This is an optimization exercise on Yosys and OpenROAD, whose aim is small area, a short achievable clock period and few clock cycles per item, not a production implementation.
The RTL was checked by simulation tests, not by an equivalence proof against the original design.

<file path="design/flow/flow/run.sh">
#!/bin/bash
# The standard layout (the standard.sh), with the port buffers that
# global placement inserts made buf_4 cells instead of the default choice.
set -euo pipefail
export BUFFER_PORTS_ARGS="-buffer_cell sky130_fd_sc_hd__buf_4"
bash standard.sh > standard.log 2>&1
</file>
<file path="design/flow/design.v">
module dds_engine (
  input  wire        clk,
  input  wire        rst,             
  input  wire        req_valid,
  output wire        req_ready,
  input  wire [31:0] req_phase_inc,
  input  wire [31:0] req_off1,
  input  wire [31:0] req_off2,
  input  wire [31:0] req_off3,
  input  wire [15:0] req_amp,         
  input  wire        req_en,
  input  wire [1:0]  req_kind,        
  input  wire [1:0]  req_firp,        
  input  wire [2:0]  req_pm,          
  input  wire [15:0] req_alpha,       
  output wire        out_valid,
  input  wire        out_ready,
  output wire [31:0] out_a,           
  output wire [31:0] out_b            
);
  function [11:0] rom;
    input [7:0] k;
    begin
      case (k)
      8'd0: rom = {3'd3, 9'd0};
      8'd1: rom = {3'd3, 9'd3};
      8'd2: rom = {3'd3, 9'd6};
      8'd3: rom = {3'd4, 9'd9};
      8'd4: rom = {3'd3, 9'd13};
      8'd5: rom = {3'd3, 9'd16};
      8'd6: rom = {3'd3, 9'd19};
      8'd7: rom = {3'd3, 9'd22};
      8'd8: rom = {3'd3, 9'd25};
      8'd9: rom = {3'd3, 9'd28};
      8'd10: rom = {3'd3, 9'd31};
      8'd11: rom = {3'd4, 9'd34};
      8'd12: rom = {3'd3, 9'd38};
      8'd13: rom = {3'd3, 9'd41};
      8'd14: rom = {3'd3, 9'd44};
      8'd15: rom = {3'd3, 9'd47};
      8'd16: rom = {3'd3, 9'd50};
      8'd17: rom = {3'd3, 9'd53};
      8'd18: rom = {3'd3, 9'd56};
      8'd19: rom = {3'd4, 9'd59};
      8'd20: rom = {3'd3, 9'd63};
      8'd21: rom = {3'd3, 9'd66};
      8'd22: rom = {3'd3, 9'd69};
      8'd23: rom = {3'd3, 9'd72};
      8'd24: rom = {3'd3, 9'd75};
      8'd25: rom = {3'd3, 9'd78};
      8'd26: rom = {3'd3, 9'd81};
      8'd27: rom = {3'd3, 9'd84};
      8'd28: rom = {3'd3, 9'd87};
      8'd29: rom = {3'd4, 9'd90};
      8'd30: rom = {3'd3, 9'd94};
      8'd31: rom = {3'd3, 9'd97};
      8'd32: rom = {3'd3, 9'd100};
      8'd33: rom = {3'd3, 9'd103};
      8'd34: rom = {3'd3, 9'd106};
      8'd35: rom = {3'd3, 9'd109};
      8'd36: rom = {3'd3, 9'd112};
      8'd37: rom = {3'd3, 9'd115};
      8'd38: rom = {3'd3, 9'd118};
      8'd39: rom = {3'd3, 9'd121};
      8'd40: rom = {3'd3, 9'd124};
      8'd41: rom = {3'd3, 9'd127};
      8'd42: rom = {3'd3, 9'd130};
      8'd43: rom = {3'd3, 9'd133};
      8'd44: rom = {3'd3, 9'd136};
      8'd45: rom = {3'd3, 9'd139};
      8'd46: rom = {3'd3, 9'd142};
      8'd47: rom = {3'd3, 9'd145};
      8'd48: rom = {3'd3, 9'd148};
      8'd49: rom = {3'd3, 9'd151};
      8'd50: rom = {3'd3, 9'd154};
      8'd51: rom = {3'd3, 9'd157};
      8'd52: rom = {3'd3, 9'd160};
      8'd53: rom = {3'd3, 9'd163};
      8'd54: rom = {3'd3, 9'd166};
      8'd55: rom = {3'd3, 9'd169};
      8'd56: rom = {3'd3, 9'd172};
      8'd57: rom = {3'd3, 9'd175};
      8'd58: rom = {3'd3, 9'd178};
      8'd59: rom = {3'd3, 9'd181};
      8'd60: rom = {3'd3, 9'd184};
      8'd61: rom = {3'd3, 9'd187};
      8'd62: rom = {3'd3, 9'd190};
      8'd63: rom = {3'd3, 9'd193};
      8'd64: rom = {3'd2, 9'd196};
      8'd65: rom = {3'd3, 9'd198};
      8'd66: rom = {3'd3, 9'd201};
      8'd67: rom = {3'd3, 9'd204};
      8'd68: rom = {3'd3, 9'd207};
      8'd69: rom = {3'd3, 9'd210};
      8'd70: rom = {3'd3, 9'd213};
      8'd71: rom = {3'd2, 9'd216};
      8'd72: rom = {3'd3, 9'd218};
      8'd73: rom = {3'd3, 9'd221};
      8'd74: rom = {3'd3, 9'd224};
      8'd75: rom = {3'd3, 9'd227};
      8'd76: rom = {3'd3, 9'd230};
      8'd77: rom = {3'd2, 9'd233};
      8'd78: rom = {3'd3, 9'd235};
      8'd79: rom = {3'd3, 9'd238};
      8'd80: rom = {3'd3, 9'd241};
      8'd81: rom = {3'd2, 9'd244};
      8'd82: rom = {3'd3, 9'd246};
      8'd83: rom = {3'd3, 9'd249};
      8'd84: rom = {3'd3, 9'd252};
      8'd85: rom = {3'd2, 9'd255};
      8'd86: rom = {3'd3, 9'd257};
      8'd87: rom = {3'd3, 9'd260};
      8'd88: rom = {3'd2, 9'd263};
      8'd89: rom = {3'd3, 9'd265};
      8'd90: rom = {3'd3, 9'd268};
      8'd91: rom = {3'd2, 9'd271};
      8'd92: rom = {3'd3, 9'd273};
      8'd93: rom = {3'd3, 9'd276};
      8'd94: rom = {3'd2, 9'd279};
      8'd95: rom = {3'd3, 9'd281};
      8'd96: rom = {3'd2, 9'd284};
      8'd97: rom = {3'd3, 9'd286};
      8'd98: rom = {3'd3, 9'd289};
      8'd99: rom = {3'd2, 9'd292};
      8'd100: rom = {3'd3, 9'd294};
      8'd101: rom = {3'd2, 9'd297};
      8'd102: rom = {3'd3, 9'd299};
      8'd103: rom = {3'd2, 9'd302};
      8'd104: rom = {3'd3, 9'd304};
      8'd105: rom = {3'd2, 9'd307};
      8'd106: rom = {3'd3, 9'd309};
      8'd107: rom = {3'd2, 9'd312};
      8'd108: rom = {3'd3, 9'd314};
      8'd109: rom = {3'd2, 9'd317};
      8'd110: rom = {3'd3, 9'd319};
      8'd111: rom = {3'd2, 9'd322};
      8'd112: rom = {3'd3, 9'd324};
      8'd113: rom = {3'd2, 9'd327};
      8'd114: rom = {3'd2, 9'd329};
      8'd115: rom = {3'd3, 9'd331};
      8'd116: rom = {3'd2, 9'd334};
      8'd117: rom = {3'd2, 9'd336};
      8'd118: rom = {3'd3, 9'd338};
      8'd119: rom = {3'd2, 9'd341};
      8'd120: rom = {3'd2, 9'd343};
      8'd121: rom = {3'd3, 9'd345};
      8'd122: rom = {3'd2, 9'd348};
      8'd123: rom = {3'd2, 9'd350};
      8'd124: rom = {3'd3, 9'd352};
      8'd125: rom = {3'd2, 9'd355};
      8'd126: rom = {3'd2, 9'd357};
      8'd127: rom = {3'd2, 9'd359};
      8'd128: rom = {3'd3, 9'd361};
      8'd129: rom = {3'd2, 9'd364};
      8'd130: rom = {3'd2, 9'd366};
      8'd131: rom = {3'd2, 9'd368};
      8'd132: rom = {3'd2, 9'd370};
      8'd133: rom = {3'd2, 9'd372};
      8'd134: rom = {3'd3, 9'd374};
      8'd135: rom = {3'd2, 9'd377};
      8'd136: rom = {3'd2, 9'd379};
      8'd137: rom = {3'd2, 9'd381};
      8'd138: rom = {3'd2, 9'd383};
      8'd139: rom = {3'd2, 9'd385};
      8'd140: rom = {3'd2, 9'd387};
      8'd141: rom = {3'd2, 9'd389};
      8'd142: rom = {3'd2, 9'd391};
      8'd143: rom = {3'd2, 9'd393};
      8'd144: rom = {3'd2, 9'd395};
      8'd145: rom = {3'd2, 9'd397};
      8'd146: rom = {3'd2, 9'd399};
      8'd147: rom = {3'd2, 9'd401};
      8'd148: rom = {3'd2, 9'd403};
      8'd149: rom = {3'd2, 9'd405};
      8'd150: rom = {3'd2, 9'd407};
      8'd151: rom = {3'd1, 9'd409};
      8'd152: rom = {3'd2, 9'd410};
      8'd153: rom = {3'd2, 9'd412};
      8'd154: rom = {3'd2, 9'd414};
      8'd155: rom = {3'd2, 9'd416};
      8'd156: rom = {3'd2, 9'd418};
      8'd157: rom = {3'd1, 9'd420};
      8'd158: rom = {3'd2, 9'd421};
      8'd159: rom = {3'd2, 9'd423};
      8'd160: rom = {3'd2, 9'd425};
      8'd161: rom = {3'd1, 9'd427};
      8'd162: rom = {3'd2, 9'd428};
      8'd163: rom = {3'd2, 9'd430};
      8'd164: rom = {3'd1, 9'd432};
      8'd165: rom = {3'd2, 9'd433};
      8'd166: rom = {3'd2, 9'd435};
      8'd167: rom = {3'd1, 9'd437};
      8'd168: rom = {3'd2, 9'd438};
      8'd169: rom = {3'd1, 9'd440};
      8'd170: rom = {3'd2, 9'd441};
      8'd171: rom = {3'd2, 9'd443};
      8'd172: rom = {3'd1, 9'd445};
      8'd173: rom = {3'd2, 9'd446};
      8'd174: rom = {3'd1, 9'd448};
      8'd175: rom = {3'd2, 9'd449};
      8'd176: rom = {3'd1, 9'd451};
      8'd177: rom = {3'd2, 9'd452};
      8'd178: rom = {3'd1, 9'd454};
      8'd179: rom = {3'd1, 9'd455};
      8'd180: rom = {3'd2, 9'd456};
      8'd181: rom = {3'd1, 9'd458};
      8'd182: rom = {3'd2, 9'd459};
      8'd183: rom = {3'd1, 9'd461};
      8'd184: rom = {3'd1, 9'd462};
      8'd185: rom = {3'd2, 9'd463};
      8'd186: rom = {3'd1, 9'd465};
      8'd187: rom = {3'd1, 9'd466};
      8'd188: rom = {3'd1, 9'd467};
      8'd189: rom = {3'd2, 9'd468};
      8'd190: rom = {3'd1, 9'd470};
      8'd191: rom = {3'd1, 9'd471};
      8'd192: rom = {3'd1, 9'd472};
      8'd193: rom = {3'd1, 9'd473};
      8'd194: rom = {3'd2, 9'd474};
      8'd195: rom = {3'd1, 9'd476};
      8'd196: rom = {3'd1, 9'd477};
      8'd197: rom = {3'd1, 9'd478};
      8'd198: rom = {3'd1, 9'd479};
      8'd199: rom = {3'd1, 9'd480};
      8'd200: rom = {3'd1, 9'd481};
      8'd201: rom = {3'd1, 9'd482};
      8'd202: rom = {3'd1, 9'd483};
      8'd203: rom = {3'd1, 9'd484};
      8'd204: rom = {3'd1, 9'd485};
      8'd205: rom = {3'd1, 9'd486};
      8'd206: rom = {3'd1, 9'd487};
      8'd207: rom = {3'd1, 9'd488};
      8'd208: rom = {3'd1, 9'd489};
      8'd209: rom = {3'd1, 9'd490};
      8'd210: rom = {3'd1, 9'd491};
      8'd211: rom = {3'd0, 9'd492};
      8'd212: rom = {3'd1, 9'd492};
      8'd213: rom = {3'd1, 9'd493};
      8'd214: rom = {3'd1, 9'd494};
      8'd215: rom = {3'd1, 9'd495};
      8'd216: rom = {3'd0, 9'd496};
      8'd217: rom = {3'd1, 9'd496};
      8'd218: rom = {3'd1, 9'd497};
      8'd219: rom = {3'd1, 9'd498};
      8'd220: rom = {3'd0, 9'd499};
      8'd221: rom = {3'd1, 9'd499};
      8'd222: rom = {3'd1, 9'd500};
      8'd223: rom = {3'd0, 9'd501};
      8'd224: rom = {3'd1, 9'd501};
      8'd225: rom = {3'd0, 9'd502};
      8'd226: rom = {3'd1, 9'd502};
      8'd227: rom = {3'd0, 9'd503};
      8'd228: rom = {3'd1, 9'd503};
      8'd229: rom = {3'd1, 9'd504};
      8'd230: rom = {3'd0, 9'd505};
      8'd231: rom = {3'd0, 9'd505};
      8'd232: rom = {3'd1, 9'd505};
      8'd233: rom = {3'd0, 9'd506};
      8'd234: rom = {3'd1, 9'd506};
      8'd235: rom = {3'd0, 9'd507};
      8'd236: rom = {3'd1, 9'd507};
      8'd237: rom = {3'd0, 9'd508};
      8'd238: rom = {3'd0, 9'd508};
      8'd239: rom = {3'd1, 9'd508};
      8'd240: rom = {3'd0, 9'd509};
      8'd241: rom = {3'd0, 9'd509};
      8'd242: rom = {3'd0, 9'd509};
      8'd243: rom = {3'd1, 9'd509};
      8'd244: rom = {3'd0, 9'd510};
      8'd245: rom = {3'd0, 9'd510};
      8'd246: rom = {3'd0, 9'd510};
      8'd247: rom = {3'd0, 9'd510};
      8'd248: rom = {3'd1, 9'd510};
      8'd249: rom = {3'd0, 9'd511};
      8'd250: rom = {3'd0, 9'd511};
      8'd251: rom = {3'd0, 9'd511};
      8'd252: rom = {3'd0, 9'd511};
      8'd253: rom = {3'd0, 9'd511};
      8'd254: rom = {3'd0, 9'd511};
      8'd255: rom = {3'd0, 9'd511};
      endcase
    end
  endfunction
  function [9:0] sine;
    input [19:0] ph;                  
    reg   [1:0]  q;
    reg   [9:0]  f;
    reg   [7:0]  k;
    reg   [11:0] e;
    reg   [2:0]  d, t0, u, t;
    reg          nz;
    begin
      q  = ph[19:18];
      f  = ph[9:0];
      k  = q[0] ? ~ph[17:10] : ph[17:10];
      e  = rom(k);
      d  = e[11:9];
      case (d)
        3'd0: begin t0 = 3'd0;             nz = 1'b0;     end
        3'd1: begin t0 = 3'd0;             nz = |f;       end
        3'd2: begin t0 = {2'b0, f[9]};     nz = |f[8:0];  end
        3'd3: begin t0 = (f >= 10'd683) ? 3'd2 : (f >= 10'd342) ? 3'd1 : 3'd0;
                                           nz = |f;       end
        default: begin t0 = {1'b0, f[9:8]}; nz = |f[7:0]; end
      endcase
      u = t0 + {2'b0, (q[0] ^ q[1]) & nz};
      t = q[0] ? d - u : u;
      sine = {q[1], e[8:0] + {6'b0, t}};
    end
  endfunction
  function signed [9:0] fir_out;
    input [79:0] h;                   
    input [1:0]  firp;
    reg signed [10:0] s0, s1, s2, s3;
    reg signed [15:0] ra, rb, rc, rd, re, acc;
    begin
      s0 = $signed(h[9:0])   + $signed(h[79:70]);
      s1 = $signed(h[19:10]) + $signed(h[69:60]);
      s2 = $signed(h[29:20]) + $signed(h[59:50]);
      s3 = $signed(h[39:30]) + $signed(h[49:40]);
      case (firp)
        2'd0: begin ra = s1;     rb = 2 * s2; rc = 4 * s3; rd = 8 * s3; re = s3;     end
        2'd1: begin ra = s0;     rb = 2 * s1; rc = 4 * s2; rd = 8 * s3; re = s3;     end
        2'd2: begin ra = 4 * s0; rb = 4 * s1; rc = 4 * s2; rd = 4 * s3; re = 16'sd0; end
        default: begin ra = 16'sd0; rb = 16'sd0; rc = 16'sd0; rd = 16'sd0; re = 16'sd0; end
      endcase
      acc = ra + rb + rc + rd + re + 16'sd16;
      fir_out = acc[14:5];
    end
  endfunction
  function [25:0] iir;
    input [25:0] y;
    input [9:0]  z;
    input [41:0] cf;                  
    reg   [10:0] ehi;
    reg   [26:0] e;
    reg   [27:0] sel, r;
    reg   [41:0] acc, row;
    reg          one, two, neg, pneg;
    integer i;
    begin
      ehi  = {z[9], z} + {~y[25], ~y[25:16]} + {10'd0, cf[40]};
      e    = {ehi, ~y[15:0]};
      acc  = cf[41] ? {z, {16{cf[40]}}, cf[39:24]} : {y, cf[39:24]};
      pneg = 1'b0;
      for (i = 0; i < 8; i = i + 1) begin
        one = cf[i];
        two = cf[8 + i];
        neg = cf[16 + i];
        sel = one ? {e[26], e} : two ? {e, 1'b0} : 28'd0;
        r   = neg ? ~sel : sel;
        if (i == 0)
          row = {12'd0, ~r[27], r[27], r};
        else if (i < 7)
          row = ({13'd0, 1'b1, ~r[27], r[26:0]} << (2*i)) | ({41'd0, pneg} << (2*i - 2));
        else
          row = ({14'd0, ~r[27], r[26:0]} << (2*i)) | ({41'd0, pneg} << (2*i - 2));
        acc  = acc + row;
        pneg = neg;
      end
      iir = acc[41:16];
    end
  endfunction
  function [41:0] iir_cfg;
    input [15:0] alpha;
    reg   [16:0] ae;
    reg   [2:0]  b;
    reg   [7:0]  one, two, neg;
    reg   [16:0] aa;
    reg          dec;
    integer i;
    begin
      ae = {alpha, 1'b0};
      for (i = 0; i < 8; i = i + 1) begin
        b = ae[2*i +: 3];
        one[i] = b[1] ^ b[0];
        two[i] = (b[2] & ~b[1] & ~b[0]) | (~b[2] & b[1] & b[0]);
        neg[i] = b[2] & ~(b[1] & b[0]);
      end
      aa  = {1'b0, alpha} + {2'b0, neg[7], 14'd0};
      dec = alpha[15] & ~aa[16];
      iir_cfg = {alpha[15], dec, aa[15:0], neg, two, one};
    end
  endfunction
  function [79:0] st_next;
    input [79:0] st;
    input signed [9:0] x;
    input [1:0] kind;
    input [41:0] cf;
    begin
      if (kind == 2'd1)
        st_next = {st[79:26], iir(st[25:0], x, cf)};
      else
        st_next = {st[69:0], x};
    end
  endfunction
  function [9:0] cc_of;
    input [79:0] st;
    input [1:0]  kind;
    input [1:0]  firp;
    input        gate;
    reg signed [9:0] y;
    begin
      case (kind)
        2'd1:    y = st[25:16] + {9'b0, st[15]};
        2'd2:    y = fir_out(st, firp);
        default: y = st[9:0];
      endcase
      cc_of = gate ? 10'd512 : {~y[9], y[8:0]};
    end
  endfunction
  reg        rdy;                     
  reg        busy;                    
  reg        pend;                    
  reg [7:0]  tcnt;
  reg        rclr;                    
  reg        chg;                     
  reg        rstq;                    
  reg        v1, v2, v3, v4;          
  reg        f1, f2;                  
  reg        ov, sv;                  
  reg [31:0] P;
  reg [1:0]  k_act;
  reg [31:0] s_inc, s_off1, s_off2, s_off3;
  reg        s_en;
  reg [15:0] s_amp;
  reg        xdec;                    
  reg [1:0]  c_kind, c_firp;
  reg        c_en;
  reg [2:0]  c_pm;
  reg [41:0] icf;                     
  reg [1:0]  d_kind, d_firp;
  reg        d_en;
  reg [2:0]  d_pm;
  wire adv    = ~sv;
  wire take   = out_ready | ~ov;
  wire lda    = ~busy & ~pend & adv;
  wire start  = lda & req_valid;
  wire issue  = busy & adv;
  wire last   = issue & (tcnt == 8'd255);
  wire ldb    = adv & f1;             
  wire ldc    = adv & f2;             
  wire [41:0] req_cf = iir_cfg(req_alpha);
  wire f1_n   = adv ? (busy & (tcnt == 8'd0)) : f1;
  wire sv_n   = take ? 1'b0 : (sv | v4);
  assign req_ready = rdy;
  assign out_valid = ov;
  reg [19:0] ph0, ph1, ph2, ph3;                  
  reg [9:0]  sm0, sm1, sm2, sm3;                  
  reg [9:0]  x0, x1, x2, x3;                      
  reg [79:0] st0, st1, st2, st3;                  
  reg [39:0] ob, sb;                              
  assign out_a = {6'b0, ob[19:10], 6'b0, ob[9:0]};
  assign out_b = {6'b0, ob[39:30], 6'b0, ob[29:20]};
  wire [31:0] p1 = P + s_off1;
  wire [31:0] p2 = P + s_off2;
  wire [31:0] p3 = P + s_off3;
  wire [39:0] dv = {cc_of(st3, d_kind, d_firp, ~d_en | (d_pm <= 3'd3)),
                    cc_of(st2, d_kind, d_firp, ~d_en | (d_pm <= 3'd2)),
                    cc_of(st1, d_kind, d_firp, ~d_en | (d_pm <= 3'd1)),
                    cc_of(st0, d_kind, d_firp, ~d_en | (d_pm == 3'd0))};
  wire [9:0] xa0, xa1, xa2, xa3;
  dds_amp amp0 (.sm(sm0), .amp(s_amp), .dec(xdec), .x(xa0));
  dds_amp amp1 (.sm(sm1), .amp(s_amp), .dec(xdec), .x(xa1));
  dds_amp amp2 (.sm(sm2), .amp(s_amp), .dec(xdec), .x(xa2));
  dds_amp amp3 (.sm(sm3), .amp(s_amp), .dec(xdec), .x(xa3));
  always @(posedge clk) begin
    if (rst) begin
      rdy   <= 1'b0;
      busy  <= 1'b0;
      pend  <= 1'b0;
      rclr  <= 1'b1;
      v1    <= 1'b0;
      v2    <= 1'b0;
      v3    <= 1'b0;
      v4    <= 1'b0;
      f1    <= 1'b0;
      f2    <= 1'b0;
      ov    <= 1'b0;
      sv    <= 1'b0;
      k_act <= 2'd0;
    end else begin
      rdy  <= f1_n & ~sv_n;
      busy <= start | (busy & ~last);
      pend <= start | (pend & ~ldb);
      rclr <= 1'b0;
      if (adv) begin
        v1 <= busy;
        v2 <= v1;
        v3 <= v2;
        v4 <= v3;
        f1 <= busy & (tcnt == 8'd0);
        f2 <= f1;
      end
      if (ldb)
        k_act <= req_kind;
      if (take) begin
        ov <= sv | v4;
        sv <= 1'b0;
      end else if (v4 && !sv) begin
        sv <= 1'b1;
      end
    end
    rstq <= rst;
    if (rstq)
      P <= 32'd0;
    else if (issue && s_en)
      P <= P + s_inc;
    if (lda) begin
      s_inc  <= req_phase_inc;
      s_off1 <= req_off1;
      s_off2 <= req_off2;
      s_off3 <= req_off3;
      s_en   <= req_en;
    end
    if (ldb) begin
      s_amp  <= req_amp;
      xdec   <= (req_kind == 2'd1) & req_cf[40];
      c_kind <= req_kind;
      c_en   <= req_en;
      c_firp <= req_firp;
      c_pm   <= req_pm;
      icf    <= req_cf;
      chg    <= req_kind != k_act;
    end
    if (ldc) begin
      d_kind <= c_kind;
      d_en   <= c_en;
      d_firp <= c_firp;
      d_pm   <= c_pm;
    end
    if (start)
      tcnt <= 8'd0;
    else if (issue)
      tcnt <= tcnt + 8'd1;
    if (adv) begin
      ph0 <= P[31:12];
      ph1 <= p1[31:12];
      ph2 <= p2[31:12];
      ph3 <= p3[31:12];
      sm0 <= sine(ph0);
      sm1 <= sine(ph1);
      sm2 <= sine(ph2);
      sm3 <= sine(ph3);
      x0  <= xa0;
      x1  <= xa1;
      x2  <= xa2;
      x3  <= xa3;
    end
    if (take)
      ob <= sv ? sb : dv;
    else if (!sv)
      sb <= dv;
    if (rclr || (ldc && chg)) begin
      st0 <= 80'd0;
      st1 <= 80'd0;
      st2 <= 80'd0;
      st3 <= 80'd0;
    end else if (adv && v3 && c_en) begin
      st0 <= st_next(st0, x0, c_kind, icf);
      st1 <= st_next(st1, x1, c_kind, icf);
      st2 <= st_next(st2, x2, c_kind, icf);
      st3 <= st_next(st3, x3, c_kind, icf);
    end
  end
endmodule
module dds_amp (
  input  wire [9:0]  sm,              
  input  wire [15:0] amp,
  input  wire        dec,             
  output wire [9:0]  x
);
  wire [11:0] me = {2'b00, sm[8:0], 1'b0};
  wire [16:0] a  = {1'b0, amp};
  wire t1, t2, t3, t4, t5, t6, t7, t8, t9, t10, t11, t12, t13, t14, t15, t16, t17, t18, t19, t20, t21, t22, t23, t24, t25, t26, t27, t28, t29, t30, t31, t32, t33, t34, t35, t36, t37, t38, t39, t40, t41, t42, t43, t44, t45, t46, t47, t48, t49, t50, t51, t52, t53, t54, t55, t56, t57, t58, t59, t60, t61, t62, t63, t64, t65, t66, t67, t68, t69, t70, t71, t72, t73, t74, t75, t76, t77, t78, t79, t80, t81, t82, t83, t84, t85, t86, t87, t88, t89, t90, t91, t92, t93, t94, t95, t96, t97, t98, t99, t100, t101, t102, t103, t104, t105, t106, t107, t108, t109, t110, t111, t112, t113, t114, t115, t116, t117, t118, t119, t120, t121, t122, t123, t124, t125, t126, t127, t128, t129, t130, t131, t132, t133, t134, t135, t136, t137, t138, t139, t140, t141, t142, t143, t144, t145, t146, t147, t148, t149, t150, t151, t152, t153, t154, t155, t156, t157, t158, t159, t160, t161, t162, t163, t164, t165, t166, t167, t168, t169, t170, t171, t172, t173, t174, t175, t176, t177, t178, t179, t180, t181, t182, t183, t184, t185, t186, t187, t188, t189, t190, t191, t192, t193, t194, t195, t196, t197, t198, t199, t200, t201, t202, t203, t204, t205, t206, t207, t208, t209, t210, t211, t212, t213, t214, t215, t216, t217, t218, t219, t220, t221, t222, t223, t224, t225, t226, t227, t228, t229, t230, t231, t232, t233, t234, t235, t236, t237, t238, t239, t240, t241, t242, t243, t244, t245, t246, t247, t248, t249, t250, t251;
  assign t1 = me[1] ^ me[0];
  assign t2 = (me[2] & ~me[1] & ~me[0]) | (~me[2] & me[1] & me[0]);
  assign t3 = me[2] ^ sm[9];
  assign t4 = me[3] ^ me[2];
  assign t5 = (me[4] & ~me[3] & ~me[2]) | (~me[4] & me[3] & me[2]);
  assign t6 = me[4] ^ sm[9];
  assign t7 = me[5] ^ me[4];
  assign t8 = (me[6] & ~me[5] & ~me[4]) | (~me[6] & me[5] & me[4]);
  assign t9 = me[6] ^ sm[9];
  assign t10 = me[7] ^ me[6];
  assign t11 = (me[8] & ~me[7] & ~me[6]) | (~me[8] & me[7] & me[6]);
  assign t12 = me[8] ^ sm[9];
  assign t13 = me[9] ^ me[8];
  assign t14 = (me[10] & ~me[9] & ~me[8]) | (~me[10] & me[9] & me[8]);
  assign t15 = me[10] ^ sm[9];
  assign t16 = ((t1 & a[0]) ^ t3);
  assign t17 = t3;
  assign t18 = (((t1 & a[1]) | (t2 & a[0])) ^ t3);
  assign t19 = (((t1 & a[2]) | (t2 & a[1])) ^ t3);
  assign t20 = ((t4 & a[0]) ^ t6);
  assign t21 = t6;
  assign t22 = (((t1 & a[3]) | (t2 & a[2])) ^ t3);
  assign t23 = (((t4 & a[1]) | (t5 & a[0])) ^ t6);
  assign t24 = (((t1 & a[4]) | (t2 & a[3])) ^ t3);
  assign t25 = (((t4 & a[2]) | (t5 & a[1])) ^ t6);
  assign t26 = ((t7 & a[0]) ^ t9);
  assign t27 = t9;
  assign t28 = (((t1 & a[5]) | (t2 & a[4])) ^ t3);
  assign t29 = (((t4 & a[3]) | (t5 & a[2])) ^ t6);
  assign t30 = (((t7 & a[1]) | (t8 & a[0])) ^ t9);
  assign t31 = (((t1 & a[6]) | (t2 & a[5])) ^ t3);
  assign t32 = (((t4 & a[4]) | (t5 & a[3])) ^ t6);
  assign t33 = (((t7 & a[2]) | (t8 & a[1])) ^ t9);
  assign t34 = ((t10 & a[0]) ^ t12);
  assign t35 = t12;
  assign t36 = (((t1 & a[7]) | (t2 & a[6])) ^ t3);
  assign t37 = (((t4 & a[5]) | (t5 & a[4])) ^ t6);
  assign t38 = (((t7 & a[3]) | (t8 & a[2])) ^ t9);
  assign t39 = (((t10 & a[1]) | (t11 & a[0])) ^ t12);
  assign t40 = (((t1 & a[8]) | (t2 & a[7])) ^ t3);
  assign t41 = (((t4 & a[6]) | (t5 & a[5])) ^ t6);
  assign t42 = (((t7 & a[4]) | (t8 & a[3])) ^ t9);
  assign t43 = (((t10 & a[2]) | (t11 & a[1])) ^ t12);
  assign t44 = ((t13 & a[0]) ^ t15);
  assign t45 = t15;
  assign t46 = (((t1 & a[9]) | (t2 & a[8])) ^ t3);
  assign t47 = (((t4 & a[7]) | (t5 & a[6])) ^ t6);
  assign t48 = (((t7 & a[5]) | (t8 & a[4])) ^ t9);
  assign t49 = (((t10 & a[3]) | (t11 & a[2])) ^ t12);
  assign t50 = (((t13 & a[1]) | (t14 & a[0])) ^ t15);
  assign t51 = (((t1 & a[10]) | (t2 & a[9])) ^ t3);
  assign t52 = (((t4 & a[8]) | (t5 & a[7])) ^ t6);
  assign t53 = (((t7 & a[6]) | (t8 & a[5])) ^ t9);
  assign t54 = (((t10 & a[4]) | (t11 & a[3])) ^ t12);
  assign t55 = (((t13 & a[2]) | (t14 & a[1])) ^ t15);
  assign t56 = (((t1 & a[11]) | (t2 & a[10])) ^ t3);
  assign t57 = (((t4 & a[9]) | (t5 & a[8])) ^ t6);
  assign t58 = (((t7 & a[7]) | (t8 & a[6])) ^ t9);
  assign t59 = (((t10 & a[5]) | (t11 & a[4])) ^ t12);
  assign t60 = (((t13 & a[3]) | (t14 & a[2])) ^ t15);
  assign t61 = (((t1 & a[12]) | (t2 & a[11])) ^ t3);
  assign t62 = (((t4 & a[10]) | (t5 & a[9])) ^ t6);
  assign t63 = (((t7 & a[8]) | (t8 & a[7])) ^ t9);
  assign t64 = (((t10 & a[6]) | (t11 & a[5])) ^ t12);
  assign t65 = (((t13 & a[4]) | (t14 & a[3])) ^ t15);
  assign t66 = (((t1 & a[13]) | (t2 & a[12])) ^ t3);
  assign t67 = (((t4 & a[11]) | (t5 & a[10])) ^ t6);
  assign t68 = (((t7 & a[9]) | (t8 & a[8])) ^ t9);
  assign t69 = (((t10 & a[7]) | (t11 & a[6])) ^ t12);
  assign t70 = (((t13 & a[5]) | (t14 & a[4])) ^ t15);
  assign t71 = (((t1 & a[14]) | (t2 & a[13])) ^ t3);
  assign t72 = (((t4 & a[12]) | (t5 & a[11])) ^ t6);
  assign t73 = (((t7 & a[10]) | (t8 & a[9])) ^ t9);
  assign t74 = (((t10 & a[8]) | (t11 & a[7])) ^ t12);
  assign t75 = (((t13 & a[6]) | (t14 & a[5])) ^ t15);
  assign t76 = ~dec;
  assign t77 = (((t1 & a[15]) | (t2 & a[14])) ^ t3);
  assign t78 = (((t4 & a[13]) | (t5 & a[12])) ^ t6);
  assign t79 = (((t7 & a[11]) | (t8 & a[10])) ^ t9);
  assign t80 = (((t10 & a[9]) | (t11 & a[8])) ^ t12);
  assign t81 = (((t13 & a[7]) | (t14 & a[6])) ^ t15);
  assign t82 = (((t1 & a[16]) | (t2 & a[15])) ^ t3);
  assign t83 = (((t4 & a[14]) | (t5 & a[13])) ^ t6);
  assign t84 = (((t7 & a[12]) | (t8 & a[11])) ^ t9);
  assign t85 = (((t10 & a[10]) | (t11 & a[9])) ^ t12);
  assign t86 = (((t13 & a[8]) | (t14 & a[7])) ^ t15);
  assign t87 = ~t3;
  assign t88 = (((t4 & a[15]) | (t5 & a[14])) ^ t6);
  assign t89 = (((t7 & a[13]) | (t8 & a[12])) ^ t9);
  assign t90 = (((t10 & a[11]) | (t11 & a[10])) ^ t12);
  assign t91 = (((t13 & a[9]) | (t14 & a[8])) ^ t15);
  assign t92 = (((t4 & a[16]) | (t5 & a[15])) ^ t6);
  assign t93 = (((t7 & a[14]) | (t8 & a[13])) ^ t9);
  assign t94 = (((t10 & a[12]) | (t11 & a[11])) ^ t12);
  assign t95 = (((t13 & a[10]) | (t14 & a[9])) ^ t15);
  assign t96 = ~t6;
  assign t97 = (((t7 & a[15]) | (t8 & a[14])) ^ t9);
  assign t98 = (((t10 & a[13]) | (t11 & a[12])) ^ t12);
  assign t99 = (((t13 & a[11]) | (t14 & a[10])) ^ t15);
  assign t100 = (((t7 & a[16]) | (t8 & a[15])) ^ t9);
  assign t101 = (((t10 & a[14]) | (t11 & a[13])) ^ t12);
  assign t102 = (((t13 & a[12]) | (t14 & a[11])) ^ t15);
  assign t103 = ~t9;
  assign t104 = (((t10 & a[15]) | (t11 & a[14])) ^ t12);
  assign t105 = (((t13 & a[13]) | (t14 & a[12])) ^ t15);
  assign t106 = (((t10 & a[16]) | (t11 & a[15])) ^ t12);
  assign t107 = (((t13 & a[14]) | (t14 & a[13])) ^ t15);
  assign t108 = ~t12;
  assign t109 = (((t13 & a[15]) | (t14 & a[14])) ^ t15);
  assign t110 = (((t13 & a[16]) | (t14 & a[15])) ^ t15);
  assign t111 = ~t15;
  assign t112 = t76 ^ t77;
  assign t113 = t76 & t77;
  assign t114 = t82 ^ t83;
  assign t115 = t82 & t83;
  assign t116 = t31 ^ t32;
  assign t117 = t31 & t32;
  assign t118 = t36 ^ t37;
  assign t119 = t36 & t37;
  assign t120 = t40 ^ t41 ^ t42;
  assign t121 = (t40 & t41) | (t40 & t42) | (t41 & t42);
  assign t122 = t43 ^ t44;
  assign t123 = t43 & t44;
  assign t124 = t46 ^ t47 ^ t48;
  assign t125 = (t46 & t47) | (t46 & t48) | (t47 & t48);
  assign t126 = t49 ^ t50;
  assign t127 = t49 & t50;
  assign t128 = t51 ^ t52 ^ t53;
  assign t129 = (t51 & t52) | (t51 & t53) | (t52 & t53);
  assign t130 = t54 ^ t55;
  assign t131 = t54 & t55;
  assign t132 = t56 ^ t57 ^ t58;
  assign t133 = (t56 & t57) | (t56 & t58) | (t57 & t58);
  assign t134 = t59 ^ t60;
  assign t135 = t59 & t60;
  assign t136 = t61 ^ t62 ^ t63;
  assign t137 = (t61 & t62) | (t61 & t63) | (t62 & t63);
  assign t138 = t64 ^ t65;
  assign t139 = t64 & t65;
  assign t140 = t66 ^ t67 ^ t68;
  assign t141 = (t66 & t67) | (t66 & t68) | (t67 & t68);
  assign t142 = t69 ^ t70;
  assign t143 = t69 & t70;
  assign t144 = t71 ^ t72 ^ t73;
  assign t145 = (t71 & t72) | (t71 & t73) | (t72 & t73);
  assign t146 = t74 ^ t75 ^ 1'b1;
  assign t147 = (t74 & t75) | (t74 & 1'b1) | (t75 & 1'b1);
  assign t148 = t78 ^ t79 ^ t80;
  assign t149 = (t78 & t79) | (t78 & t80) | (t79 & t80);
  assign t150 = t81 ^ 1'b1 ^ t112;
  assign t151 = (t81 & 1'b1) | (t81 & t112) | (1'b1 & t112);
  assign t152 = t84 ^ t85 ^ t86;
  assign t153 = (t84 & t85) | (t84 & t86) | (t85 & t86);
  assign t154 = 1'b1 ^ t113 ^ t114;
  assign t155 = (1'b1 & t113) | (1'b1 & t114) | (t113 & t114);
  assign t156 = t87 ^ t88 ^ t89;
  assign t157 = (t87 & t88) | (t87 & t89) | (t88 & t89);
  assign t158 = t90 ^ t91 ^ t115;
  assign t159 = (t90 & t91) | (t90 & t115) | (t91 & t115);
  assign t160 = t92 ^ t93 ^ t94;
  assign t161 = (t92 & t93) | (t92 & t94) | (t93 & t94);
  assign t162 = t95 ^ 1'b1;
  assign t163 = t95 & 1'b1;
  assign t164 = t96 ^ t97 ^ t98;
  assign t165 = (t96 & t97) | (t96 & t98) | (t97 & t98);
  assign t166 = t100 ^ t101;
  assign t167 = t100 & t101;
  assign t168 = t24 ^ t25;
  assign t169 = t24 & t25;
  assign t170 = t28 ^ t29;
  assign t171 = t28 & t29;
  assign t172 = t33 ^ t34 ^ t35;
  assign t173 = (t33 & t34) | (t33 & t35) | (t34 & t35);
  assign t174 = t38 ^ t39 ^ t117;
  assign t175 = (t38 & t39) | (t38 & t117) | (t39 & t117);
  assign t176 = t45 ^ t119 ^ t120;
  assign t177 = (t45 & t119) | (t45 & t120) | (t119 & t120);
  assign t178 = t121 ^ t123 ^ t124;
  assign t179 = (t121 & t123) | (t121 & t124) | (t123 & t124);
  assign t180 = t125 ^ t127 ^ t128;
  assign t181 = (t125 & t127) | (t125 & t128) | (t127 & t128);
  assign t182 = t129 ^ t131 ^ t132;
  assign t183 = (t129 & t131) | (t129 & t132) | (t131 & t132);
  assign t184 = t133 ^ t135 ^ t136;
  assign t185 = (t133 & t135) | (t133 & t136) | (t135 & t136);
  assign t186 = t137 ^ t139 ^ t140;
  assign t187 = (t137 & t139) | (t137 & t140) | (t139 & t140);
  assign t188 = t141 ^ t143 ^ t144;
  assign t189 = (t141 & t143) | (t141 & t144) | (t143 & t144);
  assign t190 = t145 ^ t147 ^ t148;
  assign t191 = (t145 & t147) | (t145 & t148) | (t147 & t148);
  assign t192 = t149 ^ t151 ^ t152;
  assign t193 = (t149 & t151) | (t149 & t152) | (t151 & t152);
  assign t194 = t153 ^ t155 ^ t156;
  assign t195 = (t153 & t155) | (t153 & t156) | (t155 & t156);
  assign t196 = t157 ^ t159 ^ t160;
  assign t197 = (t157 & t159) | (t157 & t160) | (t159 & t160);
  assign t198 = t99 ^ t161 ^ t163;
  assign t199 = (t99 & t161) | (t99 & t163) | (t161 & t163);
  assign t200 = t102 ^ 1'b1 ^ t165;
  assign t201 = (t102 & 1'b1) | (t102 & t165) | (1'b1 & t165);
  assign t202 = t103 ^ t104 ^ t105;
  assign t203 = (t103 & t104) | (t103 & t105) | (t104 & t105);
  assign t204 = t106 ^ t107;
  assign t205 = t106 & t107;
  assign t206 = t19 ^ t20;
  assign t207 = t19 & t20;
  assign t208 = t22 ^ t23;
  assign t209 = t22 & t23;
  assign t210 = t26 ^ t27 ^ t168;
  assign t211 = (t26 & t27) | (t26 & t168) | (t27 & t168);
  assign t212 = t30 ^ t169 ^ t170;
  assign t213 = (t30 & t169) | (t30 & t170) | (t169 & t170);
  assign t214 = t116 ^ t171 ^ t172;
  assign t215 = (t116 & t171) | (t116 & t172) | (t171 & t172);
  assign t216 = t118 ^ t173 ^ t174;
  assign t217 = (t118 & t173) | (t118 & t174) | (t173 & t174);
  assign t218 = t122 ^ t175 ^ t176;
  assign t219 = (t122 & t175) | (t122 & t176) | (t175 & t176);
  assign t220 = t126 ^ t177 ^ t178;
  assign t221 = (t126 & t177) | (t126 & t178) | (t177 & t178);
  assign t222 = t130 ^ t179 ^ t180;
  assign t223 = (t130 & t179) | (t130 & t180) | (t179 & t180);
  assign t224 = t134 ^ t181 ^ t182;
  assign t225 = (t134 & t181) | (t134 & t182) | (t181 & t182);
  assign t226 = t138 ^ t183 ^ t184;
  assign t227 = (t138 & t183) | (t138 & t184) | (t183 & t184);
  assign t228 = t142 ^ t185 ^ t186;
  assign t229 = (t142 & t185) | (t142 & t186) | (t185 & t186);
  assign t230 = t146 ^ t187 ^ t188;
  assign t231 = (t146 & t187) | (t146 & t188) | (t187 & t188);
  assign t232 = t150 ^ t189 ^ t190;
  assign t233 = (t150 & t189) | (t150 & t190) | (t189 & t190);
  assign t234 = t154 ^ t191 ^ t192;
  assign t235 = (t154 & t191) | (t154 & t192) | (t191 & t192);
  assign t236 = t158 ^ t193 ^ t194;
  assign t237 = (t158 & t193) | (t158 & t194) | (t193 & t194);
  assign t238 = t162 ^ t195 ^ t196;
  assign t239 = (t162 & t195) | (t162 & t196) | (t195 & t196);
  assign t240 = t164 ^ t197 ^ t198;
  assign t241 = (t164 & t197) | (t164 & t198) | (t197 & t198);
  assign t242 = t166 ^ t199 ^ t200;
  assign t243 = (t166 & t199) | (t166 & t200) | (t199 & t200);
  assign t244 = t167 ^ t201 ^ t202;
  assign t245 = (t167 & t201) | (t167 & t202) | (t201 & t202);
  assign t246 = 1'b1 ^ t203 ^ t204;
  assign t247 = (1'b1 & t203) | (1'b1 & t204) | (t203 & t204);
  assign t248 = t108 ^ t109 ^ t205;
  assign t249 = (t108 & t109) | (t108 & t205) | (t109 & t205);
  assign t250 = t110 ^ 1'b1;
  assign t251 = t110 & 1'b1;
  wire [25:0] s = {t111, t249, t247, t245, t243, t241, t239, t237, t235, t233, t231, t229, t227, t225, t223, t221, t219, t217, t215, t213, t211, t209, t207, t21, t18, t16};
  wire [25:0] c = {t251, t250, t248, t246, t244, t242, t240, t238, t236, t234, t232, t230, t228, t226, t224, t222, t220, t218, t216, t214, t212, t210, t208, t206, 1'b0, t17};
  wire [25:0] acc = s + c;
  assign x = acc[24:15];
endmodule
</file>
<file path="design/flow/constraint.sdc">
create_clock -name core_clock -period 30.0 [get_ports {clk}]
set_input_delay 6.0000 -clock core_clock [delete_from_list [all_inputs] [get_ports {clk}]]
set_output_delay 6.0000 -clock core_clock [all_outputs]
set_load 0.01 [all_outputs]
</file>
<file path="design/flow/standard.sh">
#!/bin/bash
# synth_recipe.tcl (not shown) runs the flow's synth.tcl, then flattens the netlist and writes it again
# the make line also repeats each setting of config.mk as NAME=value (left out here)
make -C /OpenROAD-flow-scripts/flow DESIGN_CONFIG=/design/flow/config.mk WORK_HOME=/design/flow/orfs CLKGATE_MAP_FILE= SYNTH_SCRIPT=/design/flow/synth_recipe.tcl "${@:-finish}"
</file>
<file path="design/flow/config.mk">
export PLATFORM = sky130hd
export DESIGN_NAME = dds_engine
export DESIGN_NICKNAME = dds_engine
export VERILOG_FILES = /design/flow/design.v
export SDC_FILE = /design/flow/constraint.sdc
export NUM_CORES = 4
export LEC_CHECK = 0
export ABC_AREA = 1
export CAP_MARGIN = 20
export CORE_MARGIN = 2
export CORE_UTILIZATION = 50
export PLACE_DENSITY = 0.65
export SLEW_MARGIN = 20
export SYNTH_MEMORY_MAX_BITS = 65536
</file>
==> metrics.md, run 1 <==
| Metric | Value |
|---|---|
| Initial drt markers | 13762 |
| Port Buffers | 213 |
| Via count | 122430 |
| Die area | about 260000 µm² |
| Yosys reg bits | 817 |
| Clock sinks | 817 |
| Slew HR | 0.188 |
| First-pass GRT wire length | roughly 740000 µm |
| Final nets | 19218 |
| Asr flop ratio synth | 0 |
| CP top delay family | adder cells |
| Seq/Total Area, Yosys | 0.163 |
| Synth top area share | 0.173 |
| Critical Path Max Stage Delay | between 0.6 and 0.7 ns |
| F_max | 125 MHz |
| CP startpoint | icf[40] |
| Worst flop-to-flop path endpoint | st1[17] |
| Synth area leader | fa_1 |
| Simple-Gate Fraction of Synth Area | 0.171 |
| Hold buffers post-CTS | 0 |
| Post-Syn Instances | 17227 |
| Setup TNS Final | 0 ns |
| Gr usage total | 0.374 |
| CTS tree | yes |
| CTS Buf Count | 102 |
| Worst Setup EP | st1[17] |
| Synthesized area per cell | ~7.4 µm² |
| Xor and xnor area share after synthesis | 0.110 |
| Worst reg-to-reg setup slack | 22.00 ns |
| Final Hold Fails | 0 |
| Remaining DRCs | 0 |
| EDFF count, synth | 443 |
| Portion of netlist area occupied by mux cells | 0.000236 |
| Slowest cell on crit path | inv_1 |
| Synth area leaders | fa_1 (17%), edfxtp_1 (10%), ha_1 (9.9%) |
| CP startpoint kind | flop |
| Footprint of the multi-input gates | about 93000 µm² |
| Post-Route WL | 492000 µm |
| Chip width | 509 µm |
| Worst Setup End Kind | flop |
| CTS HTree Levels | 3 |
| Congestion Overflow GR | 0 |
| Post-synth top flop | edfxtp_1 |
| Share of post-route cells with drive strength above 1 | 0.0557 |
| Setup CP Type | flop to flop |
| Worst hold path class | flop to flop |
| Most frequent cells after synthesis | nand2_1 (3136), inv_1 (2632), xor2_1 (1412), o22ai_1 (1184), a21oi_1 (1163) |
| Routability Congestion | ~1.1 |
| Drt via density | ~6 |
| Setup skew after layout | 0.0900 ns |
| Seq. cell area | between 20000 and 25000 µm² |
| Worst EP required | 30.63 ns |
| Clock buffer depth | 3 |
| Pins Over Slew Limit | 0 |
| Post-CTS Setup Inserts | 0 |
| Status | complete, no violations |
| Final hold slack | between 0.4 and 0.5 ns |
| Clk latency of the worst-skew pair | about 0.83 ns |
| Clock transition at path regs | 0.07 ns |
| CP max FO | 9 |
| Endpoints failing setup | 0 |
| Worst-Margin Slew | 1.22 ns |
| HPWL Detailed | between 300000 and 400000 µm |
| Max Cap Violations | 0 |
| DR WL/cell | about 24 µm |
| Yosys warns | 1 |
| Vias in the first global route | 119331 |
| Synth cell types | 76 |
| Final Critical Period | 8.00 ns |
| Top-count cell post-synth | nand2_1 |
| Root buf cell | clkbuf_16 |
| Site row count | 185 |
| Starting Density | 0.502 |
| Unrepaired setup endpoints after global routing | false |
| Synth Area in Adders | 0.272 |
| DRT Pass-1 Iters | 8 |
| IO Count | 238 |
| Largest net degree at the start of global routing | 170 |
| CP arrival | 8.64 ns |
| Core area | 254000 µm² |
| Number of cells on the critical path | 32 |
| Main combinational cell family by area after synthesis | adder cells |
| WP buf/inv | 7 |
| Resize count post-CTS | 0 |
| Die height | about 510 µm |
| Initial antenna violation count | 13 |
| Fill count | between 20000 and 30000 |
| Compound-cell area share of the yosys netlist | 0.173 |
| Antenna-violating nets left | 0 |
| R2R depth | 32 |
| R2r startpoint | icf[40] |
| Synth-to-Final Area Change | 6.37% |
| Crit share post-route | 0.267 |
| Cell area after synthesis | 127000 µm² |
## through the flow
stage,cells,util,worst slack (ns),instance area (µm²)
final,20403,0.534,22.00,135000
after global routing,20396,0.534,21.64,135000
after CTS,20394,0.534,22.26,135000
after detailed placement,20200,0.520,22.29,132000
after global placement,20200,0.520,22.11,132000
after floorplan,17250,-,18.80,127000
## registers in the layout (all words and copies together) (netlist names), 16 cells and up
| signal | flops |
|---|---|
| ph3 | 20 |
| st1 | 80 |
| s_off2 | 32 |
| st2 | 80 |
| ph2 | 20 |
| P | 32 |
| ph1 | 20 |
| s_amp | 16 |
| st0 | 80 |
| s_off1 | 32 |
| s_off3 | 32 |
| st3 | 80 |
| sb | 40 |
| ph0 | 20 |
| ob | 40 |
| s_inc | 32 |
| icf | 40 |
## cell usage in the layout (no fill, tap or decap), drive strengths merged, types with 64 or more instances in the layout
master | netlist | layout
a31oi | 66 | 66
o21bai | 69 | 69
ha | 1006 | 1006
nor3 | 162 | 162
nand3 | 666 | 666
xnor2 | 131 | 131
o22ai | 1184 | 1184
fa | 1101 | 1101
xor2 | 1426 | 1426
a211oi | 67 | 67
a21oi | 1166 | 1166
a21o | 72 | 72
clkinv | 21 | 74
nand4 | 74 | 74
edfxtp | 443 | 443
clkbuf | 645 | 121
o21ai | 846 | 846
or2 | 64 | 64
o211ai | 96 | 96
inv | 2692 | 2686
nand2 | 3186 | 3186
dfxtp | 374 | 374
nor2 | 1099 | 1099
buf | 271 | 501
## worst min-delay path by stage
stage / from / endpoint / slack (ns) / cells after the start
after detailed placement: c_firp[1] / d_firp[1] / 0.41 / 0
final: c_kind[0] / d_kind[0] / 0.40 / 0
after global placement: c_firp[1] / d_firp[1] / 0.40 / 0
after floorplan: c_firp[0] / d_firp[0] / 0.40 / 0
after CTS: c_kind[0] / d_kind[0] / 0.40 / 0
after global routing: c_kind[0] / d_kind[0] / 0.42 / 0
## cell families after synthesis
| logic type | Yosys count |
|---|---|
| AO/OA/AOI/OAI | 3793 |
| multiplexers | 3 |
| XOR/XNOR | 1557 |
| buffers and inverters | 3629 |
| AND/OR/NAND/NOR | 5320 |
| flip-flops | 817 |
| adder cells (fa/ha/maj) | 2107 |
| other | 1 |
## per-layer routing
metal	GRT usage	vias to the layer above	routed length [µm]
met2	0.589	6717	216000
met4	0.252	18	40200
met3	0.0759	1693	47900
met5	0	-	110
li1	-	56008	-
met1	0.463	57994	188000
## worst register-to-register path: cells and delay by family (launching register included)
family	cells	cell delay [ns]
adder cells (fa/ha/maj)	7	3.06
AO/OA/AOI/OAI	9	1.69
buffers and inverters	7	1.34
AND/OR/NAND/NOR	8	1.16
flip-flops	1	0.38
XOR/XNOR	1	0.19
## final cells by class
cell class,instances,share of cell area
Antenna cell,8,0.000148
Clock buffer,121,0.0199
Clock inverter,73,0.00629
Inverter,2713,0.0757
Multi-Input combinational cell,12804,0.685
Sequential cell,817,0.153
Tap cell,3366,0.0311
Timing Repair Buffer,501,0.0285
Testbench counts, summed over its fixed seeds: cycles 24,712, items 24,576.
==> inputs of run 2 (changes only) <==
--- a/design/flow/config.mk
+++ b/design/flow/config.mk
@@ -9,6 +9,6 @@
 export CAP_MARGIN = 20
 export CORE_MARGIN = 2
-export CORE_UTILIZATION = 50
-export PLACE_DENSITY = 0.65
+export CORE_UTILIZATION = 60
+export PLACE_DENSITY = 0.72
 export SLEW_MARGIN = 20
 export SYNTH_MEMORY_MAX_BITS = 65536
==> run 2 against run 1 <==
Effect of this change:
- still clean
- design area down 0.51%
- first-iteration DRC count up 4.0%
- flip-flop and latch count unchanged
- clock skew down 0.0030 ns
- critical endpoint is now st3[24]
- critical path type unchanged
==> metrics.md, run 2 <==
| Metric | Value |
|---|---|
| Status | complete, no violations (unchanged) |
| Die height | 465 µm (was 509 µm) |
| Top-count cell post-synth | nand2_1 (unchanged) |
| Yosys reg bits | 817 (unchanged) |
| Worst flop-to-flop path endpoint | st3[24] (was st1[17]) |
| Congestion Overflow GR | 0 (unchanged) |
| CP startpoint kind | flop (unchanged) |
| Final Hold Fails | 0 (unchanged) |
| Vias in the first global route | 119611 (was 119331) |
| Root buf cell | clkbuf_16 (unchanged) |
| Routability Congestion | 1.04 (was 1.06) |
| Clk latency of the worst-skew pair | 0.83 ns (about the same) |
| Hold endpoint | d_firp[1] (was d_kind[0]) |
| CTS HTree Levels | 3 (unchanged) |
| F_max | 128 MHz (was 125 MHz) |
| Asr flop ratio synth | 0 (unchanged) |
| Via count | 123497 (was 122430) |
| Synth-to-Final Area Change | 5.82% (was 6.37%) |
| Setup CP Type | flop to flop (unchanged) |
| Hold Crit Start | c_firp[1] (was c_kind[0]) |
| Synth top area share | 0.173 (unchanged) |
| Unrepaired setup endpoints after global routing | false (unchanged) |
| Worst reg-to-reg setup slack | 22.16 ns (was 22.00 ns) |
| Yosys warns | 1 (unchanged) |
| Synth cell types | 76 (unchanged) |
| First-pass GRT wire length | 719000 µm (was 740000 µm) |
| Die area | 216000 µm² (was 259000 µm²) |
| Worst-Margin Slew | 1.15 ns (was 1.22 ns) |
| Initial antenna violation count | 12 (was 13) |
| CP startpoint | st3[18] (was icf[40]) |
| CTS tree | yes (unchanged) |
| Clock buffer depth | 3 (unchanged) |
| Cell area after synthesis | 127000 µm² (unchanged) |
| Post-Syn Instances | 17227 (unchanged) |
| Clock transition at path regs | 0.06 ns (was 0.07 ns) |
| Setup TNS Final | 0 ns (unchanged) |
| Worst Setup End Kind | flop (unchanged) |
| Worst EP required | 30.67 ns (was 30.63 ns) |
| Slew HR | 0.231 (was 0.188) |
| Most frequent cells after synthesis | nand2_1 (3136), inv_1 (2632), xor2_1 (1412), o22ai_1 (1184), a21oi_1 (1163) (unchanged) |
| DP Cell Count | 19641 (was 20200) |
| Post-Route WL | 476000 µm (was 492000 µm) |
| Fill count | 19372 (was 25127) |
| CP top delay family | adder cells (unchanged) |
| Synthesized area per cell | 7.39 µm² (unchanged) |
| Starting Density | 0.602 (was 0.502) |
| Site row count | 169 (was 185) |
| WP buf/inv | 4 (was 7) |
| Non-filler cells, final | 19841 (was 20403) |
| Share of post-route cells with drive strength above 1 | 0.0554 (was 0.0557) |
| Core area | 212000 µm² (was 254000 µm²) |
| Crit share post-route | 0.261 (was 0.267) |
| Chip width | 465 µm (was 509 µm) |
| CP max FO | 16 (was 9) |
| Clock sinks | 817 (unchanged) |
| Critical Path Max Stage Delay | 0.75 ns (was 0.61 ns) |
| Seq/Total Area, Yosys | 0.163 (unchanged) |
| Pins Over Slew Limit | 0 (unchanged) |
| Hold buffers post-CTS | 0 (unchanged) |
| Final nets | 19201 (was 19218) |
| Port Buffers | 213 (unchanged) |
| Remaining DRCs | 0 (unchanged) |
| Antenna-violating nets left | 0 (unchanged) |
| Synth area leaders | fa_1 (17%), edfxtp_1 (10%), ha_1 (9.9%) (unchanged) |
| DR WL/cell | 24.0 µm (was 24.1 µm) |
| Initial drt markers | 14316 (was 13762) |
| Gr usage total | 0.433 (was 0.374) |
| Final Critical Period | 7.84 ns (was 8.00 ns) |
| R2R depth | 29 (was 32) |
| R2r startpoint | st3[18] (was icf[40]) |
| Max Cap Violations | 0 (unchanged) |
| Worst hold path class | flop to flop (unchanged) |
| Most frequent cells in the layout | nand2_1 (3134), inv_1 (2621), xor2_1 (1406), o22ai_1 (1184), a21oi_1 (1158) (was nand2_1 (3134), inv_1 (2620), xor2_1 (1409), o22ai_1 (1184), a21oi_1 (1161)) |
| HPWL Detailed | 349000 µm (was 367000 µm) |
| Cell mode on critical path | a21oi_1 |
| Setup skew after layout | 0.0870 ns (was 0.0900 ns) |
| Post-CTS Setup Inserts | 0 (unchanged) |
| EDFF count, synth | 443 (unchanged) |
| Drt via density | 6.22 (was 6.00) |
| DRT Pass-1 Iters | 11 (was 8) |
| Commonest non-fill, non-tap cell in the layout | nand2_1 (unchanged) |
| CTS Buf Count | 100 (was 102) |
| Resize count post-CTS | 0 (unchanged) |
| Endpoints failing setup | 0 (unchanged) |
| Hold depth | 0 (unchanged) |
| Synth area leader | fa_1 (unchanged) |
| Post-synth top flop | edfxtp_1 (unchanged) |
| Slowest cell on crit path | nand3_1 (was inv_1) |
| IO Count | 238 (unchanged) |
| Largest net degree at the start of global routing | 98 (was 170) |
| CP arrival | 8.50 ns (was 8.64 ns) |
-- run 2: cell counts after synthesis --
No cell type changed its count.
-- run 2: per-layer routing --
metal  share of wire  GRT usage
met5         0.00050    0.00490
met3            0.12      0.110
met2            0.43      0.665
met4           0.096      0.333
met1            0.36      0.520
-- run 2: layout make-up --
cell class | instances | area [µm²] | area share
Clock inverter | 70 | 983 | 0.00730
Multi-Input combinational cell | 12804 | 92900 | 0.689
Inverter | 2713 | 10300 | 0.0761
Tap cell | 2821 | 3530 | 0.0262
Antenna cell | 11 | 27.5 | 0.000204
Timing Repair Buffer | 486 | 3660 | 0.0272
Sequential cell | 817 | 20800 | 0.154
Clock buffer | 119 | 2690 | 0.0199
-- run 2: worst max-delay path by stage --
stage	endpoint	slack (ns)	depth (start not counted)
floorplan	tcnt[3]	18.80	6
global placement	st3[25]	22.36	28
detailed placement	st3[25]	22.45	28
CTS	st3[25]	22.46	28
global route	st1[24]	21.80	32
finish	st3[24]	22.16	29
-- run 2: cell families (layout without fill, tap and decap cells) --
kind of cell             Yosys count  in the layout  synth area share
AO/OA/AOI/OAI                   3793           3793             0.173
XOR/XNOR                        1557           1557             0.110
adder cells (fa/ha/maj)         2107           2107             0.272
buffers and inverters           3629           3388             0.110
flip-flops                       817            817             0.163
multiplexers                       3              3          0.000236
other                              1             35         0.0000294
AND/OR/NAND/NOR                 5320           5320             0.171
-- run 2: worst reg2reg max path: cells and delay by family (launching register included) --
kind	cells	cell delay, ns
compound gates	10	2.05
xor+xnor	1	0.20
fa+ha+maj	6	2.67
buf+inv	4	0.31
flops	1	0.62
simple gates	8	1.86
-- run 2: per-stage QoR --
step                      area, µm²   util  hold WS [ns]  worst slack [ns]
after CTS                    135000  0.637         0.356             22.46
after global routing         135000  0.637         0.371             21.80
final                        135000  0.637         0.343             22.16
after global placement       131000  0.619         0.402             22.36
after detailed placement     131000  0.619         0.407             22.45
after floorplan              127000      -         0.400             18.80
==> inputs of run 3 (changes only) <==
--- a/design/flow/design.v
+++ b/design/flow/design.v
@@ -331,6 +331,7 @@
   function [25:0] iir;
     input [25:0] y;
-    input [9:0]  z;
+    input [9:0]  x;
     input [41:0] cf;                  
+    reg   [9:0]  z;
     reg   [10:0] ehi;
     reg   [26:0] e;
@@ -340,5 +341,6 @@
     integer i;
     begin
-      ehi  = {z[9], z} + {~y[25], ~y[25:16]} + {10'd0, cf[40]};
+      z    = x - {9'd0, cf[40]};
+      ehi  = {x[9], x} + {~y[25], ~y[25:16]};
       e    = {ehi, ~y[15:0]};
       acc  = cf[41] ? {z, {16{cf[40]}}, cf[39:24]} : {y, cf[39:24]};
@@ -425,5 +427,4 @@
   reg        s_en;
   reg [15:0] s_amp;
-  reg        xdec;                    
   reg [1:0]  c_kind, c_firp;
   reg        c_en;
@@ -461,8 +462,8 @@
                     cc_of(st0, d_kind, d_firp, ~d_en | (d_pm == 3'd0))};
   wire [9:0] xa0, xa1, xa2, xa3;
-  dds_amp amp0 (.sm(sm0), .amp(s_amp), .dec(xdec), .x(xa0));
-  dds_amp amp1 (.sm(sm1), .amp(s_amp), .dec(xdec), .x(xa1));
-  dds_amp amp2 (.sm(sm2), .amp(s_amp), .dec(xdec), .x(xa2));
-  dds_amp amp3 (.sm(sm3), .amp(s_amp), .dec(xdec), .x(xa3));
+  dds_amp amp0 (.sm(sm0), .amp(s_amp), .dec(1'b0), .x(xa0));
+  dds_amp amp1 (.sm(sm1), .amp(s_amp), .dec(1'b0), .x(xa1));
+  dds_amp amp2 (.sm(sm2), .amp(s_amp), .dec(1'b0), .x(xa2));
+  dds_amp amp3 (.sm(sm3), .amp(s_amp), .dec(1'b0), .x(xa3));
   always @(posedge clk) begin
     if (rst) begin
@@ -516,5 +517,4 @@
     if (ldb) begin
       s_amp  <= req_amp;
-      xdec   <= (req_kind == 2'd1) & req_cf[40];
       c_kind <= req_kind;
       c_en   <= req_en;
--- a/design/flow/config.mk
+++ b/design/flow/config.mk
@@ -11,4 +11,4 @@
 export CORE_UTILIZATION = 60
 export PLACE_DENSITY = 0.72
-export SLEW_MARGIN = 20
+export SLEW_MARGIN = 50
 export SYNTH_MEMORY_MAX_BITS = 65536
==> run 3 against run 2 <==
Effect of this change:
- register-to-register slack better by 0.39 ns
- hold slack improved by 0.078 ns
- flip-flop and latch count shrank 1
- critical endpoint is now out_b[5]
- design area is 0.13% lower
==> metrics.md, run 3 <==
| Metric | Value |
|---|---|
| Yosys reg bits | 816 (was 817) |
| Met2 WL | 211000 µm (was 203000 µm) |
| IO Count | 238 (unchanged) |
| Synthesized area per cell | 7.39 µm² (about the same) |
| Hold Crit Start | st0[67] (was c_firp[1]) |
| Root buf cell | clkbuf_16 (unchanged) |
| Final Critical Period | 7.48 ns (was 7.84 ns) |
| Slowest cell on crit path | edfxtp_1 (was nand3_1) |
| Synth area leader | fa_1 (unchanged) |
| Final nets | 19154 (was 19201) |
| Clock transition at path regs | 0.07 ns (was 0.06 ns) |
| Setup skew after layout | 0.0916 ns (was 0.0870 ns) |
| Yosys warns | 1 (unchanged) |
| CP max FO | 1 (was 16) |
| Resize count post-CTS | 0 (unchanged) |
| Final Hold Fails | 0 (unchanged) |
| EDFF count, synth | 442 (was 443) |
| Worst-Margin Slew | 0.820 ns (was 1.15 ns) |
| Worst hold path class | flop to flop (unchanged) |
| Hold buffers post-CTS | 0 (unchanged) |
| Starting Density | 0.605 (was 0.602) |
| Via count | 122143 (was 123497) |
| Worst EP required | 24.00 ns (was 30.67 ns) |
| Post-Route WL | 467000 µm (was 476000 µm) |
| Initial drt markers | 12579 (was 14316) |
| Most frequent cells in the layout | nand2_1 (2987), inv_1 (2704), xor2_1 (1421), o22ai_1 (1214), a21oi_1 (1212) (was nand2_1 (3134), inv_1 (2621), xor2_1 (1406), o22ai_1 (1184), a21oi_1 (1158)) |
| Setup TNS Final | 0 ns (unchanged) |
| Fin util | 0.641 (was 0.637) |
| Unrepaired setup endpoints after global routing | false (unchanged) |
| Core area | 210000 µm² (was 212000 µm²) |
| Top layer in use | met5 (unchanged) |
| Share of post-route cells with drive strength above 1 | 0.0521 (was 0.0554) |
| Routability Congestion | 1.03 (was 1.04) |
| Top-count cell post-synth | nand2_1 (unchanged) |
| Slew HR | 0.452 (was 0.231) |
| Crit share post-route | 0.249 (was 0.261) |
| Drt via density | 6.18 (was 6.22) |
| CTS HTree Levels | 3 (unchanged) |
| CP startpoint | ob[25] (was st3[18]) |
| Synth-to-Final Area Change | 6.04% (was 5.82%) |
| Met3 routed WL | 46200 µm (was 55500 µm) |
| CP startpoint kind | flop (unchanged) |
| Clock sinks | 816 (was 817) |
| CTS Buf Count | 97 (was 100) |
| Initial antenna violation count | 8 (was 12) |
| Chip width | 464 µm (was 465 µm) |
| Port Buffers | 213 (unchanged) |
| Seq/Total Area, Yosys | 0.164 (was 0.163) |
| CTS tree | yes (unchanged) |
| Endpoints failing setup | 0 (unchanged) |
| Synth top area share | 0.173 (about the same) |
| Setup CP Type | flop to output port (was flop to flop) |
| Largest net degree at the start of global routing | 128 (was 98) |
| Critical Path Max Stage Delay | 0.49 ns (was 0.75 ns) |
| First-pass GRT wire length | 713000 µm (was 719000 µm) |
| Remaining DRCs | 0 (unchanged) |
| Met1 WL | 166000 µm (was 172000 µm) |
| Post-synth top flop | edfxtp_1 (unchanged) |
| Status | complete, no violations (unchanged) |
| Die height | 464 µm (was 465 µm) |
| Commonest non-fill, non-tap cell in the layout | nand2_1 (unchanged) |
| Max Cap Violations | 0 (unchanged) |
| Post-CTS Setup Inserts | 0 (unchanged) |
| Antenna-violating nets left | 0 (unchanged) |
| DRT Pass-1 Iters | 9 (was 11) |
| Pins Over Slew Limit | 0 (unchanged) |
-- run 3: changes by cell type after synthesis, moves of 24 or more --
| cell | before | now |
|---|---|---|
| o21ai_1 | 43 | 10 |
| nand4_1 | 74 | 98 |
| buf_2 | 68 | 41 |
| nand2_1 | 3136 | 3003 |
| buf_1 | 145 | 169 |
| a21oi_1 | 1163 | 1217 |
| nand3_1 | 663 | 622 |
| nor3_1 | 161 | 136 |
| o22ai_1 | 1184 | 1214 |
| inv_1 | 2632 | 2713 |
| nand2_2 | 42 | 10 |
-- run 3: cell type report --
type / instances / area, µm²
diodes: 4 / 10.0
clock buffers: 119 / 2650
clock inverters: 65 / 658
fillers: 19005 / 75400
inverters: 2779 / 10500
multi-input cells: 12688 / 92700
flip-flops and latches: 816 / 20800
well taps: 2805 / 3510
repair buffers: 475 / 3820
-- run 3: kinds of logic after synthesis --
family / after synthesis / share of synthesized area
simple gates: 5080 / 0.163
compound gates: 3870 / 0.177
buf+inv: 3689 / 0.111
fa+ha+maj: 2125 / 0.274
xor+xnor: 1586 / 0.111
flops: 816 / 0.164
mux: 3 / 0.000237
other cells: 1 / 0.0000295
-- run 3: path summary, 6_finish.rpt --
| kind | to | slack, ns | cells after the start |
|---|---|---|---|
| max | out_b[5] | 22.52 | 1 |
| min | st0[77] | 0.42 | 2 |
| max reg2reg | st3[8] | 22.55 | 24 |
| min reg2reg | st0[77] | 0.42 | 2 |
-- run 3: tightest hold or removal path: cells and delay by family, from the launching register on --
kind	cells	cell delay, ns
AND/OR/NAND/NOR	1	0.06
flip-flops	1	0.32
AO/OA/AOI/OAI	1	0.05
-- run 3: metal layers --
metal	global-route usage	vias to the layer above
li1	-	55825
met1	0.493	57266
met2	0.694	7012
met3	0.0902	2034
met4	0.319	6
met5	0	-
-- run 3: stage by stage --
| step | instance area [µm²] | hold slack (ns) | worst slack (ns) | std cells |
|---|---|---|---|---|
| 5_1_grt | 135000 | 0.441 | 22.31 | 19747 |
| 2_1_floorplan | 127000 | 0.400 | 18.66 | 17193 |
| 6_report | 135000 | 0.421 | 22.52 | 19751 |
| 4_1_cts | 135000 | 0.419 | 22.52 | 19744 |
| 3_5_place_dp | 131000 | 0.423 | 22.44 | 19560 |
| 3_3_place_gp | 131000 | 0.434 | 22.23 | 19553 |
Testbench counts of run 3, summed over its fixed seeds: cycles 24,712, items 24,576.

==> separate check: timing with driven ports <==
In the flow no input, the clock included, has a driving cell. The finished layouts below were timed again as built, in two steps.
Step 1 (the two cells are an assumption about what drives the block):
set clk [get_ports {clk}]
set_driving_cell -lib_cell sky130_fd_sc_hd__clkbuf_16 $clk
set_driving_cell -lib_cell sky130_fd_sc_hd__buf_2 [delete_from_list [all_inputs] $clk]
Step 2 moves the port delays by t, midway between the first and last clock arrival at a register: inputs arrive t later, outputs are due t later. That takes back most of the time a late clock gives input paths.
Three values: no drivers, after step 1, after step 2; two values: the first two.
run | t, ns | setup WS [ns] | pins driven straight from the clock port
run 1 | 0.881 | 21.996 / 21.996 / 21.996 | 1
run 2 | 0.885 | 22.164 / 22.164 / 22.164 | 1
run 3 | 0.867 | 22.523 / 22.424 / 22.423 | 1
After both steps every run listed still meets setup and hold. For run 3, which loses most, drivers alone change the setup slack by -0.099 ns; drivers and shift together by -0.100 ns.
